Source: an optimization exercise on an open RTL-to-GDS flow (aim: small area, a short achievable clock period and few clock cycles per item). Production flows keep margins and buffers that such runs may drop.
In this exercise RTL edits were held to simulation tests only and were not proved equivalent to the original.
Power is estimated from default activity; no workload was simulated.

==> flow/design.v <==
module kx_recover (
    input  wire        clk,
    input  wire        rst,
    input  wire        hdr_we,
    input  wire [5:0]  hdr_addr,
    input  wire [7:0]  hdr_wdata,
    input  wire        start,
    input  wire [6:0]  cfg_hdr_len,
    input  wire [19:0] cfg_ct_len,
    output wire        busy,
    input  wire        in_valid,
    output wire        in_ready,
    input  wire [31:0] in_data,
    output reg         out_valid,
    output reg  [31:0] out_data,
    output reg  [2:0]  out_count,
    output wire        done,
    output wire [3:0]  res_code,
    input  wire [5:0]  ks_addr,
    output wire [7:0]  ks_data
);
    localparam [1:0] S_IDLE = 2'd0, S_RUN = 2'd1, S_FINISH = 2'd2;
    localparam [3:0] E_NONE = 4'd0, E_EMPTY = 4'd2, E_SHORT = 4'd6;
    reg [1:0]  state;
    reg [3:0]  code_q;
    reg [7:0]  hdr [0:63];
    reg [7:0]  ks  [0:63];
    reg [6:0]  ks_len;        
    reg [6:0]  hlen_q;
    reg [19:0] ct_len_q;
    reg [31:0] wbuf;
    reg        wvalid;
    reg [1:0]  lane;
    reg [19:0] pos;           
    reg [5:0]  kidx;          
    wire       running   = (state == S_RUN);
    wire       all_read  = (pos == ct_len_q);
    wire [7:0] cur_byte  = wbuf[8*lane +: 8];
    wire       do_byte   = running && wvalid && !all_read;
    wire       last_byte = (pos + 20'd1 == ct_len_q);
    wire       deriving  = (pos < {13'd0, hlen_q});
    assign busy     = running;
    assign in_ready = running && !all_read &&
                      (!wvalid || (lane == 2'd3 && !last_byte));
    assign done     = (state == S_FINISH);
    assign res_code = code_q;
    assign ks_data  = ({1'b0, ks_addr} < ks_len) ? ks[ks_addr] : 8'd0;
    always @(posedge clk) begin
        if (hdr_we && !running)
            hdr[hdr_addr] <= hdr_wdata;
    end
    always @(posedge clk) begin
        if (do_byte && deriving)
            ks[kidx] <= hdr[kidx] ^ cur_byte;
    end
    always @(posedge clk) begin
        if (rst) begin
            state     <= S_IDLE;
            wvalid    <= 1'b0;
            out_valid <= 1'b0;
            ks_len    <= 7'd0;
            code_q    <= E_NONE;
        end else begin
            out_valid <= 1'b0;
            out_data  <= 32'd0;
            out_count <= 3'd0;
            case (state)
                S_IDLE, S_FINISH: begin
                    state <= S_IDLE;
                    if (start) begin
                        hlen_q   <= cfg_hdr_len;
                        ct_len_q <= cfg_ct_len;
                        pos      <= 20'd0;
                        kidx     <= 6'd0;
                        wvalid   <= 1'b0;
                        lane     <= 2'd0;
                        ks_len   <= 7'd0;
                        code_q   <= E_NONE;
                        if (cfg_ct_len == 20'd0) begin
                            code_q <= E_EMPTY;
                            state  <= S_FINISH;
                        end else if (cfg_ct_len < {13'd0, cfg_hdr_len}) begin
                            code_q <= E_SHORT;
                            state  <= S_FINISH;
                        end else begin
                            state  <= S_RUN;
                        end
                    end
                end
                S_RUN: begin
                    if (all_read) begin
                        ks_len <= hlen_q;
                        state  <= S_FINISH;
                    end else begin
                        if (do_byte) begin
                            out_valid <= 1'b1;
                            out_count <= 3'd1;
                            if (deriving)
                                out_data <= {24'd0, hdr[kidx]};
                            else
                                out_data <= {24'd0, ks[kidx] ^ cur_byte};
                            pos  <= pos + 20'd1;
                            kidx <= ({1'b0, kidx} + 7'd1 == hlen_q) ? 6'd0 : kidx + 6'd1;
                            lane <= lane + 2'd1;
                            if (lane == 2'd3 || last_byte)
                                wvalid <= 1'b0;
                        end
                        if (in_valid && in_ready) begin
                            wbuf   <= in_data;
                            wvalid <= 1'b1;
                            lane   <= 2'd0;
                        end
                    end
                end
                default: state <= S_IDLE;
            endcase
        end
    end
endmodule
==> flow/run.sh <==
#!/bin/bash
# synth_recipe.tcl (not shown) runs the flow's synth.tcl, then flattens the netlist and writes it again
# the make line also repeats each setting of config.mk as NAME=value (left out here)
make -C /OpenROAD-flow-scripts/flow DESIGN_CONFIG=/design/flow/config.mk WORK_HOME=/design/flow/orfs CLKGATE_MAP_FILE= SYNTH_SCRIPT=/design/flow/synth_recipe.tcl finish
==> flow/config.mk <==
export PLATFORM = sky130hd
export DESIGN_NAME = kx_recover
export DESIGN_NICKNAME = kx_recover
export VERILOG_FILES = /design/flow/design.v
export SDC_FILE = /design/flow/constraint.sdc
export NUM_CORES = 4
export LEC_CHECK = 0
export CAP_MARGIN = 20
export CORE_MARGIN = 2
export CORE_UTILIZATION = 30
export PLACE_DENSITY = 0.5
export SLEW_MARGIN = 20
==> flow/constraint.sdc <==
create_clock -name core_clock -period 10.0 [get_ports {clk}]
set_input_delay 2.0000 -clock core_clock [delete_from_list [all_inputs] [get_ports {clk}]]
set_output_delay 2.0000 -clock core_clock [all_outputs]
set_load 0.01 [all_outputs]
==> impl_metrics.yaml <==
setup_path:
  cp_data_required_time_ns: 8.00
  cp.arrival_ns: 5.62
  critical_path.most_common_cell: "mux4_2"
  worst_setup_path_end_kind: "output port"
  cp_num_buf_inv: 3
  crit_family: "buffers and inverters"
  critical_path.max_stage_delay_ns: 0.61
  slowest_stage: "buf_8"
  type_of_the_worst_setup_path: "in2out"
  worst-path-max-fanout: 81
  start_kind: "input port"
  crit_chain: "buf_8 > buf_4 > mux4_2 > mux4_2 > mux4_2 > a21boi_1 > clkdlybuf4s50_1"
routing:
  num_vias: 25900
  vias_per_cell: 5.28
  dr.pass1.iters: 6
  wl_um: 141000
  wl_per_cell_um: 28.7
  ant_nets: 0
  first_iter_violations: 2841
  drcViolationCount: 0
synthesis:
  synthesis.area_mm2: 0.0496
  synth.yosys.seq_area_share: 0.686
  ys_warn_count: 1
  seq_cells_post_synth: 1139
  yosysUniqueCellTypes: 72
  avgSynthCellArea_um2: 19.8
  synth_enable_flop_cells: 1120
  synth_top_flop_cell: "edfxtp_1"
  async_flop_share: 0
  post_synth_inst_count: 2509
floorplanning:
  core-area_mm2: 0.165
  top_level_ports: 135
  floorplan.die_area_mm2: 0.169
  die_h_um: 410
  effective_utilization_at_floorplan: 0.301
  die_w_um: 410
  floorplan.rows: 149
cts:
  clk_root_buffer_cell: "clkbuf_16"
  worst_skew_pair.late_latency_ns: 0.77
  cts_tree: "yes"
  holdBufCountCts: 0
  clk_pin_slew_worst_paths_ns: 0.05
  clock_tree.htree_level_count: 4
  cts_sinks: 1139
  cts-buffers-inserted: 130
  post-cts-setup-buffer-count: 0
  post_cts.resized_instances: 0
  cts.path.max_buffers: 3
sta:
  finalHoldViolations: 0
  fmax_mhz: 131
  grt_setup_unrepaired: "no"
  report.final.slew_viol_count: 0
  finalCritPeriodShare: 0.762
  setup_tns_ns: 0
  finalClockSkew_ns: 0.0446
  setup_viol: 0
  finalWorstPathRequiredPeriod_ns: 7.62
  slew_headroom: 0.209
  worst_pin_slew_ns: 1.18
cells_and_area:
  growth_of_design_area_from_synthesis_to_finish_pct: 15.0
  drive_above_1_share: 0.272
  final_net_count: 2722
placed_design:
  place.port_buffers: 106
  finalWeightedCongestion: 0.854
  detailed_place_hpwl_um: 90500
pwr:
  worst_ir_drop_vdd_mv: 0.185
  static-leakage-power_nw: 17.2
  power.density_mw_per_mm2: 196
  p_total_mw: 11.2
grt:
  grt_pass1_vias: 26900
  grt.total_usage: 0.167
  grt_first_pass_wirelength_um: 200000
  aggregate_global_routing_overflow: 0
  antenna_found_initial: 4
  grt_start_max_net_pins: 100
outcome:
  status: "no timing/DRC/antenna violations"
worst_hold_path:
  worst_hold_path_type: "reg2reg"
job:
  total_of_max_cap_violations: 0
==> placed cells by master (no fill, tap or decap), types with 15 or more instances in the layout <==
cell type | Yosys | final
xnor2_1 | 40 | 32
buf_4 | 50 | 40
edfxtp_1 | 1120 | 1120
a21oi_1 | 48 | 48
o22ai_1 | 24 | 24
a22o_1 | 30 | 30
nor2_2 | 0 | 18
conb_1 | 1 | 28
a22oi_1 | 60 | 60
clkbuf_1 | 82 | 33
mux4_2 | 436 | 436
dfxtp_1 | 19 | 17
nor2_1 | 180 | 160
clkinv_1 | 0 | 22
a221oi_1 | 25 | 25
nand3_1 | 15 | 15
inv_1 | 27 | 27
clkbuf_16 | 0 | 130
xor2_1 | 27 | 27
nor3_1 | 16 | 16
nor4_1 | 15 | 15
nand2_1 | 32 | 32
ha_1 | 20 | 20
clkdlybuf4s50_1 | 0 | 94
==> layer usage <==
metal | GRT usage | vias to the layer above | share of wire
met5 | 0 | - | 0
met4 | 0.0621 | 0 | 0.035
met3 | 0.0295 | 206 | 0.058
met2 | 0.273 | 990 | 0.49
met1 | 0.221 | 14000 | 0.41
li1 | - | 10800 | -
==> cells by family after synthesis <==
group,Yosys count,synth area share
flops,1139,0.686
mux,442,0.199
simple gates,355,0.0356
compound gates,254,0.0377
buf+inv,230,0.0238
xor+xnor,68,0.0122
fa+ha+maj,20,0.00505
other cells,1,0.0000757
==> where the power goes <==
group	switching [mW]	internal, mW	total [mW]
logic	0.674	0.376	1.05
clock network	1.96	2.66	4.62
registers	0.0422	5.44	5.49
==> cells in the mapped netlist (6+ instances only) <==
cell / count / share of area
edfxtp_1: 1120 / 0.68
mux4_2: 436 / 0.20
nor2_1: 180 / 0.014
clkbuf_1: 82 / 0.0062
a22oi_1: 60 / 0.0091
buf_4: 50 / 0.0076
a21oi_1: 48 / 0.0048
xnor2_1: 40 / 0.0071
buf_2: 38 / 0.0038
nand2_1: 32 / 0.0024
a22o_1: 30 / 0.0053
inv_1: 27 / 0.0020
xor2_1: 27 / 0.0048
a221oi_1: 25 / 0.0044
o22ai_1: 24 / 0.0030
buf_1: 20 / 0.0015
ha_1: 20 / 0.0050
dfxtp_1: 19 / 0.0077
nor3_1: 16 / 0.0016
nand3_1: 15 / 0.0015
nor4_1: 15 / 0.0019
nand4_1: 13 / 0.0016
and3_1: 11 / 0.0014
buf_6: 11 / 0.0025
nand2b_1: 11 / 0.0014
nor2b_1: 10 / 0.0013
a21o_1: 9 / 0.0014
a21boi_1: 8 / 0.0012
nor3_2: 8 / 0.0016
o21ai_0: 8 / 0.00081
a211oi_1: 7 / 0.0011
a31oi_1: 7 / 0.00088
and2_1: 6 / 0.00076
==> sequential cells by signal, summed over array words and instances, names as in the netlist, named ones only <==
register	cells
hdr	512
ks	512
wbuf	32
ct_len_q	20
pos	20
out_data	8
hlen_q	7
ks_len	7
kidx	6
code_q	2
lane	2
state	2
out_count	1
out_valid	1
wvalid	1
==> area by class of cell <==
| type | instances | area, um2 |
|---|---|---|
| repair buffers | 151 | 1420 |
| well taps | 2189 | 2740 |
| clock inverters | 65 | 724 |
| clock buffers | 163 | 3380 |
| diodes | 4 | 10.0 |
| inverters | 29 | 109 |
| multi-input cells | 1167 | 14600 |
| fillers | 15300 | 108000 |
| flip-flops and latches | 1139 | 34000 |
==> stage by stage <==
stage / setup slack, ns / util / hold WS [ns] / instances / area, um2
floorplan: 3.92 / - / 0.448 / 2536 / 49700
global placement: 2.30 / 0.321 / 0.450 / 4670 / 52800
detailed placement: 2.22 / 0.321 / 0.449 / 4672 / 52900
CTS: 2.22 / 0.346 / 0.459 / 4900 / 57000
global route: 2.15 / 0.346 / 0.486 / 4904 / 57000
finish: 2.38 / 0.346 / 0.464 / 4907 / 57000
==> final timing paths <==
path | slack, ns | start | cells after the start | end
worst min-delay path | 0.46 | code_q[2]$_SDFFE_PP0P_ | 2 | code_q[2]$_SDFFE_PP0P_
worst max-delay path | 2.38 | ks_addr[0] | 7 | ks_data[6]
worst max register to register | 4.79 | flop | 8 | ks[40][7]$_DFFE_PP_
worst min register to register | 0.46 | code_q[2]$_SDFFE_PP0P_ | 2 | code_q[2]$_SDFFE_PP0P_
==> worst min-delay path, delay by kind of cell, from the launching register on <==
family           cells  cell delay [ns]
flip-flops           1             0.31
AND/OR/NAND/NOR      1             0.05
AO/OA/AOI/OAI        1             0.05
Testbench counts, summed over its fixed seeds: cycles 124,328, bytes 123,176.

## afterwards: timing with drivers on the ports
How much do the figures lean on ideal ports? The routed layout below was timed once more, with nothing changed but the port constraints. Step 1: set_driving_cell puts a clkbuf_16 on clk and a buf_2 on each other input, an assumption about the parent block. Step 2 times the ports against the registers' clock, not the clock port: input delays grow and output delays shrink by t, the midpoint of the rising clock arrivals with the driver on. Three values: ideal, step 1, step 2; two values: the first two.
t, ns: 0.824
setup WS [ns]: 2.376 / 2.309 / 2.309
worst setup path after step 2: input to output
clock arrival spread, ns: 0.045 / 0.045
pins driven straight from the clock port: 1
After both steps setup and hold are still met in this run. For this run, drivers alone change the setup slack by -0.067 ns; drivers and shift together by -0.067 ns.
